This design comes from an exercise in tuning for small area, a short achievable clock period and few clock cycles per item on the open sky130 flow, not from production work. RTL that was checked went through simulation tests only; none was proved equivalent to the original.

// dmr_fec
module dmr_fec (
    input  wire         clk,
    input  wire         rst,         
    input  wire         start,
    input  wire [1:0]   op,
    input  wire [195:0] din,
    output wire         ready,
    output reg          done,
    output reg  [195:0] dout,
    output reg          corr,
    output reg          fail,
    output reg  [7:0]   ncorr
);
For scale: about 6,300 cells after synthesis, ~610 flip-flops.
==> flow/config.mk <==
export PLATFORM = sky130hd
export DESIGN_NAME = dmr_fec
export DESIGN_NICKNAME = dmr_fec
export VERILOG_FILES = /design/flow/design.v
export SDC_FILE = /design/flow/constraint.sdc
export NUM_CORES = 8
export LEC_CHECK = 0
export CAP_MARGIN = 20
export CORE_MARGIN = 2
export CORE_UTILIZATION = 25
export PLACE_DENSITY = 0.45
export SLEW_MARGIN = 20
==> flow/constraint.sdc <==
create_clock -name core_clock -period 50.0 [get_ports {clk}]
set_input_delay 10.0000 -clock core_clock [delete_from_list [all_inputs] [get_ports {clk}]]
set_output_delay 10.0000 -clock core_clock [all_outputs]
set_load 0.01 [all_outputs]
standard.sh (not shown) runs the stock make flow with config.mk's settings and CLKGATE_MAP_FILE= SYNTH_SCRIPT=/design/flow/synth_recipe.tcl, a recipe that flattens the netlist after the stock synthesis.
==> flow/flow/run.sh <==
#!/bin/bash
# standard layout, with its output kept in a log file
bash standard.sh > standard.log 2>&1
Then changed:
==> flow/run.sh (new file) <==
#!/bin/bash
# synth_recipe.tcl (not shown) runs the flow's synth.tcl, then flattens the netlist and writes it again
# the make line also repeats each setting of config.mk as NAME=value (left out here)
make -C /OpenROAD-flow-scripts/flow DESIGN_CONFIG=/design/flow/config.mk WORK_HOME=/design/flow/orfs CLKGATE_MAP_FILE= SYNTH_SCRIPT=/design/flow/synth_recipe.tcl finish
removed: flow/flow/run.sh
removed: flow/standard.sh
The changed run completed without violations.
Clock skew stays the same.
Final area stays the same.
Final cell count stays the same.
Setup slack stays the same.
Hold slack stays the same.
Wire length stays the same.
First-iteration DRC count is unchanged.
Function was not checked in any run of this note: the RTL went through the layout flow alone.

run A:
Another version of the RTL of dmr_fec (not shown whole).
For scale: ~610 flip-flops, ~410 I/O pins, about 0.054 mm^2 of cells after synthesis.
==> flow/design.v (excerpt) <==
module dmr_fec (
    input  wire         clk,
    input  wire         rst,         
    input  wire         start,
    input  wire [1:0]   op,
    input  wire [195:0] din,
    output wire         ready,
    output reg          done,
    output reg  [195:0] dout,
    output reg          corr,
    output reg          fail,
    output reg  [7:0]   ncorr
);
clock: 50.0 ns
lec_check: 0
cap_margin: 30
core_margin: 2
core_utilization: 25
place_density: 0.45
slew_margin: 20
==> flow/flow/run.sh <==
#!/bin/bash
# Standard ORFS layout at the design's clock and constraints, with:
#  - repair_timing asked to leave a setup margin (shorter critical paths),
#  - plain buf_2 cells as the port buffers.
bash standard.sh SETUP_SLACK_MARGIN=38 \
  BUFFER_PORTS_ARGS="-buffer_cell sky130_fd_sc_hd__buf_2" \
  finish > standard.log 2>&1
Testbench counts of run A, summed over its fixed seeds: cycles 5,628, items 4,800.
> inputs changed (run A -> run B)
- SLEW_MARGIN: 20 -> 40
- PLACE_DENSITY: 0.45 -> 0.55
- CORE_UTILIZATION: 25 -> 35
==> flow/run.sh (new file) <==
#!/bin/bash
# synth_recipe.tcl (not shown) runs the flow's synth.tcl, then flattens the netlist and writes it again
# the make line also repeats each setting of config.mk as NAME=value (left out here)
make -C /OpenROAD-flow-scripts/flow DESIGN_CONFIG=/design/flow/config.mk WORK_HOME=/design/flow/orfs CLKGATE_MAP_FILE= SYNTH_SCRIPT=/design/flow/synth_recipe.tcl finish
removed: flow/flow/run.sh
removed: flow/standard.sh
Results
Max weighted congestion at the end of routability-driven global placement across run A and run B: run B. Relative to run A, the area inside the core boundary measured on run B has decreased by more than a quarter. Comparing run A and run B, the higher number of gates resized after cts is on run A. In the metrics for run A and run B, the one carrying the lower worst max-slew margin expressed relative to the limit is run A. Summary — worst-case setup slack after placement, run B relative to run A: higher, by 0.59 ns. [run B vs run A] critical path depth: higher in run B. After detailed routing, run A needs more wire than run B. Diff run A -> run B: worst-case reg-to-reg path depth increased 7; total number of vias decreased about 1.7%.
Changes in run C relative to run B:
- SLEW_MARGIN: 40 -> 20
- CORE_UTILIZATION: 35 -> 25
- PLACE_DENSITY: 0.55 -> 0.45
==> flow/flow/run.sh (new file) <==
#!/bin/bash
# Standard ORFS layout at the design's clock and constraints, with:
#  - repair_timing asked to leave a setup margin (shorter critical paths),
#  - plain buf_2 cells as the port buffers.
bash standard.sh SETUP_SLACK_MARGIN=38.5 \
  BUFFER_PORTS_ARGS="-buffer_cell sky130_fd_sc_hd__buf_2" \
  finish > standard.log 2>&1
==> flow/standard.sh (new file) <==
#!/bin/bash
# synth_recipe.tcl (not shown) runs the flow's synth.tcl, then flattens the netlist and writes it again
# the make line also repeats each setting of config.mk as NAME=value (left out here)
make -C /OpenROAD-flow-scripts/flow DESIGN_CONFIG=/design/flow/config.mk WORK_HOME=/design/flow/orfs CLKGATE_MAP_FILE= SYNTH_SCRIPT=/design/flow/synth_recipe.tcl "${@:-finish}"
removed: flow/run.sh
Results
- Run C | stages: all done | timing, DRC, antenna: all pass
- Delta (run C minus run B): largest net degree at the start of global routing shows a reduction of 5.5%.
- Clock network contribution to total cell area: run B vs run C, no meaningful difference
The inputs of run D differ from those of run C as listed below.
- PLACE_DENSITY: 0.45 -> 0.55
- CORE_UTILIZATION: 25 -> 35
--- a/flow/flow/run.sh
+++ b/flow/flow/run.sh
@@ -4 +4,2 @@
-#  - plain buf_2 cells as the port buffers.
+#  - plain buf_2 cells as the port buffers,
+#  - no dummy loads in the clock tree.
@@ -6,0 +8 @@
+  CTS_ARGS="-sink_clustering_enable -repair_clock_nets -dont_use_dummy_load" \
Notes after the runs:
Compare run C and run D | met2 track demand over resource in global routing lower: run C
Lower design area was reported by run D, not run C.
Between run C and run D, the number of iterations in the first detailed-routing pass is higher for run D.
Capturing instance or port of the critical path = dout[157]: run C; capturing instance or port of the critical path = dout[34]: run D
Higher fraction of area in multi-input gates goes to run D over run C.
In run D, the placed instance area came out 2.1% below the value in run C.
Changes observed in run D relative to run C: worst hold slack roughly the same, initial antenna violation count saw a decrease.

## port drivers added, routing unchanged
The results above use ideal ports. As a check the final layouts listed here were re-extracted and re-timed, cells and wires unchanged.
Step 1, drivers: a clkbuf_16 drives clk and a buf_2 each remaining input, both assumed.
Step 2 adds t to the input delays and takes it off the output delays; t is the mean of the earliest and latest rising clock arrival at the registers after step 1. Input paths then give back, and output paths get back, about the clock's delay inside the block.
Slacks: no drivers / after step 1 / after step 2; pairs: no drivers / after step 1.
run	t (ns)	setup slack, ns	hold WS [ns]	worst setup path at the end
the first run of note 1	0.859	34.865 / 34.865 / 34.865	0.416 / 0.416 / 0.416	register to register
the second run of note 1	0.859	34.865 / 34.865 / 34.865	0.416 / 0.416 / 0.416	register to register
run A	0.845	37.973 / 37.869 / 37.635	0.414 / 0.414 / 0.414	input to register
run B	0.796	35.673 / 35.673 / 35.673	0.418 / 0.418 / 0.418	register to register
run C	0.861	38.482 / 38.376 / 37.868	0.413 / 0.413 / 0.413	input to register
run D	0.784	38.454 / 38.357 / 37.904	0.414 / 0.414 / 0.414	input to register
After both steps setup and hold are still met in every run listed. The setup slack of run C, which loses most, moves by -0.106 ns with the drivers and by -0.614 ns with both steps.
